Context: an optimization exercise on an open-source flow, tuned for small area, a short achievable clock period and few clock cycles. The choices shown serve that exercise and are no tape-out recipe. Where RTL was checked, it was by simulation tests only, not by an equivalence proof against the original. Power is estimated from default activity; no workload was simulated.

Design asim_core, start of the top module:
module asim_core (
    input  wire        clk,
    input  wire        rst,           
    output wire        imem_req,
    output wire [31:0] imem_addr,
    input  wire [31:0] imem_rdata,
    input  wire        imem_fault,
    output wire        dmem_req,
    output wire        dmem_we,
    output wire [31:0] dmem_addr,
    output wire [31:0] dmem_wdata,
    input  wire [31:0] dmem_rdata,
    input  wire        dmem_fault,
    output wire        halted,
    output wire        faulted,
    output wire [1:0]  fault_code,
    output wire [31:0] pc_out,
    input  wire [4:0]  dbg_addr,
    output wire [31:0] dbg_rdata
);
    localparam [31:0] RST_WORD     = 32'h0000007B;
    localparam [31:0] HALT_WORD    = 32'h0000007F;
    localparam [31:0] VHALT_WORD   = 32'h00000063;
    localparam [31:0] RVRS_MASK    = 32'hFFF0707F;
    localparam [31:0] RVRS_MATCH   = 32'h0000000B;
    localparam [6:0] OP_REG    = 7'b0110011;
    localparam [6:0] OP_IMM    = 7'b0010011;
    localparam [6:0] OP_LOAD   = 7'b0000011;
    localparam [6:0] OP_STORE  = 7'b0100011;
    localparam [6:0] OP_BRANCH = 7'b1100011;
    localparam [6:0] OP_JALR   = 7'b1100111;
    localparam [6:0] OP_JAL    = 7'b1101111;
    localparam [6:0] OP_LUI    = 7'b0110111;
    localparam [6:0] OP_AUIPC  = 7'b0010111;
    localparam [1:0] X_NONE = 2'd0;
    localparam [1:0] X_HALT = 2'd3;
    reg [31:0] rf [1:31];
    reg [31:1] rv;                
    wire [1023:0] rfv;            
    wire [31:0]   rvv = {rv, 1'b0};
  ...
Size: roughly 8000 cells after synthesis, roughly 1300 flip-flops, roughly 84000 um2 of cells after synthesis.
Settings: LEC_CHECK=0, CAP_MARGIN=20, CORE_MARGIN=2, CORE_UTILIZATION=40, SETUP_SLACK_MARGIN=5, SLEW_MARGIN=20; clock period 12.0 ns.
run.sh (not shown) runs the stock make flow with config.mk's settings and CLKGATE_MAP_FILE= SYNTH_SCRIPT=/design/flow/synth_recipe.tcl, a recipe that flattens the netlist after the stock synthesis.
The starting point produced a clean layout.
Testbench counts at the start, summed over its fixed seeds: cycles 45,960.
Edit:
--- a/flow/design.v
+++ b/flow/design.v
@@ -48,15 +48,14 @@
     reg [31:0] e_a, e_b;
     reg        d_mph;             
     reg        e_mph;             
     reg [31:0] e_pcimm;           
     reg [4:0]  e_rd;
     reg        e_we, e_load, e_store, e_br, e_jal, e_jalr, e_rsti;
     reg        e_useimm, e_inv;
-    reg        e_pred, e_predok;  
     reg        e_rsum, e_rslt, e_rsltu, e_rlog, e_rsh, e_rmul, e_rpci, e_rlink;
     reg        e_shl, e_rev;
     reg [2:0]  e_f3;
     reg [1:0]  e_exc;
     reg        w_valid;
     reg [31:0] w_pc;
     reg [31:0] w_res;
@@ -132,33 +131,26 @@
     wire d_ea = e_wr1 && !e_late;
     wire d_eb = e_wr2 && !e_late;
     wire d_lu = e_late && ((d_use1 && e_wr1) || (d_use2 && e_wr2));
     wire d_mul   = is_reg && f7[5] && (f3 == 3'b111);
     wire d_stall = d_valid && (d_lu || (d_mul && !d_mph));    
     wire d_issue = d_valid && !redirect && !d_lu;             
     wire [31:0] d_bf = d_eb ? fresult : d_b;
-    wire [13:0] pb = {1'b0, d_pc[12:0]} + {1'b0, imm_b[12:0]};
-    wire [13:0] pj = {1'b0, d_pc[12:0]} + {1'b0, imm_j[12:0]};
-    wire d_pbr  = is_br && ir[31];
-    wire d_pred = d_valid && !d_lu && (d_pbr || is_jal);
-    wire [31:0] ptarget = {d_pc[31:13], is_jal ? pj[12:0] : pb[12:0]};
-    wire d_predok = is_jal ? (!pj[13] && imm_j[31:13] == 19'd0) : pb[13];
     wire [31:0] a = e_a;
     wire [31:0] b = e_b;
     wire [31:0] op2  = e_useimm ? e_pcimm : b;
     wire [32:0] sum33 = {1'b0, a} + {1'b0, op2 ^ {32{e_inv}}} + {32'd0, e_inv};
     wire [31:0] sum  = sum33[31:0];
     wire        ltu  = ~sum33[32];
     wire        lt   = (a[31] ^ op2[31]) ? a[31] : sum[31];
     wire        eq   = (a == b);
-    wire [31:0] link = e_pc + 32'd4;
     wire        cond  = e_f3[2] ? (e_f3[1] ? ltu : lt) : eq;
     wire        taken = e_jal || e_jalr || (e_br && (cond ^ e_f3[0]));
-    wire        redirect = e_valid && (e_pred ? !(taken && e_predok) : taken);
-    wire [31:0] target = (e_pred && !taken) ? link : e_jalr ? sum : e_pcimm;
+    wire        redirect = e_valid && taken;
+    wire [31:0] target = e_jalr ? sum : e_pcimm;
     function [31:0] rev32;
         input [31:0] x;
         integer k;
         for (k = 0; k < 32; k = k + 1) rev32[k] = x[31 - k];
     endfunction
     wire [31:0] shin  = (e_shl || e_rev) ? rev32(a) : a;
     wire [4:0]  shamt = e_rev ? 5'd0 : b[4:0];
@@ -170,27 +162,28 @@
             2'b00:   logres = a ^ b;
             2'b10:   logres = a | b;
             default: logres = a & b;
         endcase
     end
     wire [31:0] msum   = a * b[15:0] + {16'd0, w_res[31:16] & {16{e_mph}}};
     wire [31:0] mulres = e_mph ? {msum[15:0], w_res[15:0]} : msum;
+    wire [31:0] link = e_pc + 32'd4;
     wire [31:0] fresult =
         ({32{e_rsum}}  & sum) |
         ({32{e_rslt}}  & {31'd0, e_rsltu ? ltu : lt}) |
         ({32{e_rlog}}  & logres) |
         ({32{e_rsh}}   & shres) |
         ({32{e_rpci}}  & e_pcimm) |
         ({32{e_rlink}} & link);
     wire [31:0] result = e_rmul ? mulres : fresult;
     wire w_dfault = w_mem && dmem_fault;
     wire w_term   = w_valid && ((w_exc != X_NONE) || w_dfault);
     wire w_wen    = w_valid && w_we && !(w_load && dmem_fault) && !done;
     wire [31:0] fetch_seq = d_pc + 32'd4;
-    wire [31:0] fetch_addr = redirect ? target : d_stall ? d_pc : d_pred ? ptarget : fetch_seq;
+    wire [31:0] fetch_addr = redirect ? target : (d_stall ? d_pc : fetch_seq);
     assign imem_req   = 1'b1;
     assign imem_addr  = fetch_addr;
     assign dmem_req   = e_valid && (e_load || e_store) && !done && !w_term;
     assign dmem_we    = e_store;
     assign dmem_addr  = sum;
     assign dmem_wdata = b;
     assign halted     = done && !st_fault;
@@ -271,16 +264,14 @@
         e_rlog   <= is_reg && (f3 == 3'b100 || f3 == 3'b110 || (f3 == 3'b111 && !f7[5]));
         e_rsh    <= (is_reg && (f3 == 3'b001 || f3 == 3'b101)) || is_rvrs;
         e_shl    <= is_reg && f3 == 3'b001;
         e_rev    <= is_rvrs;
         e_rmul   <= d_ok && d_mul;
         e_rpci   <= is_lui || is_auipc;
         e_rlink  <= is_jal || is_jalr;
-        e_pred   <= d_pred;
-        e_predok <= d_predok;
         e_f3     <= f3;
         e_exc    <= d_exc;
         w_res   <= result;
         w_rd    <= e_rd;
         w_we    <= e_we;
         w_load  <= e_load;
         w_mem   <= e_load || e_store;
The changed run ran to the end with no violations.
Global-route usage grows by 0.76 points.
Synthesized area fell by a few percent.
Design area decreases by a few percent.
Fmax increases slightly.
Hold slack gets better by 0.012 ns.
Non-clock buffer count went down by 28.
Wire length falls slightly.
Synthesized cell count goes down by a few percent.
Power climbs slightly.
Final cell count falls by a few percent.
Die area drops by a few percent.
Only the layout flow was run in the second run of this note; the RTL was not checked for function there.

[static timing again, ports no longer ideal]
The flow's constraints put no driver on any port. The routed layouts listed below were extracted and timed again, unchanged, in two steps. Step 1 assumes that a clkbuf_16 drives the clock port and a buf_2 every other input. Step 2 moves the port delays by t, midway between the first and last clock arrival at a register: inputs arrive t later, outputs are due t later. That takes back most of the time a late clock gives input paths. Slacks: ideal ports / drivers / drivers and shift; pairs: ideal ports / drivers.
run | t (ns) | setup slack, ns | clock arrival spread, ns
the first run | 0.883 | 4.255 / 4.170 / 4.208 | 0.040 / 0.040
the second run | 0.899 | 4.399 / 4.294 / 4.065 | 0.042 / 0.042
After both steps setup and hold are still met in every run listed. The setup slack of the second run, which loses most, moves by -0.105 ns with the drivers and by -0.334 ns with both steps.
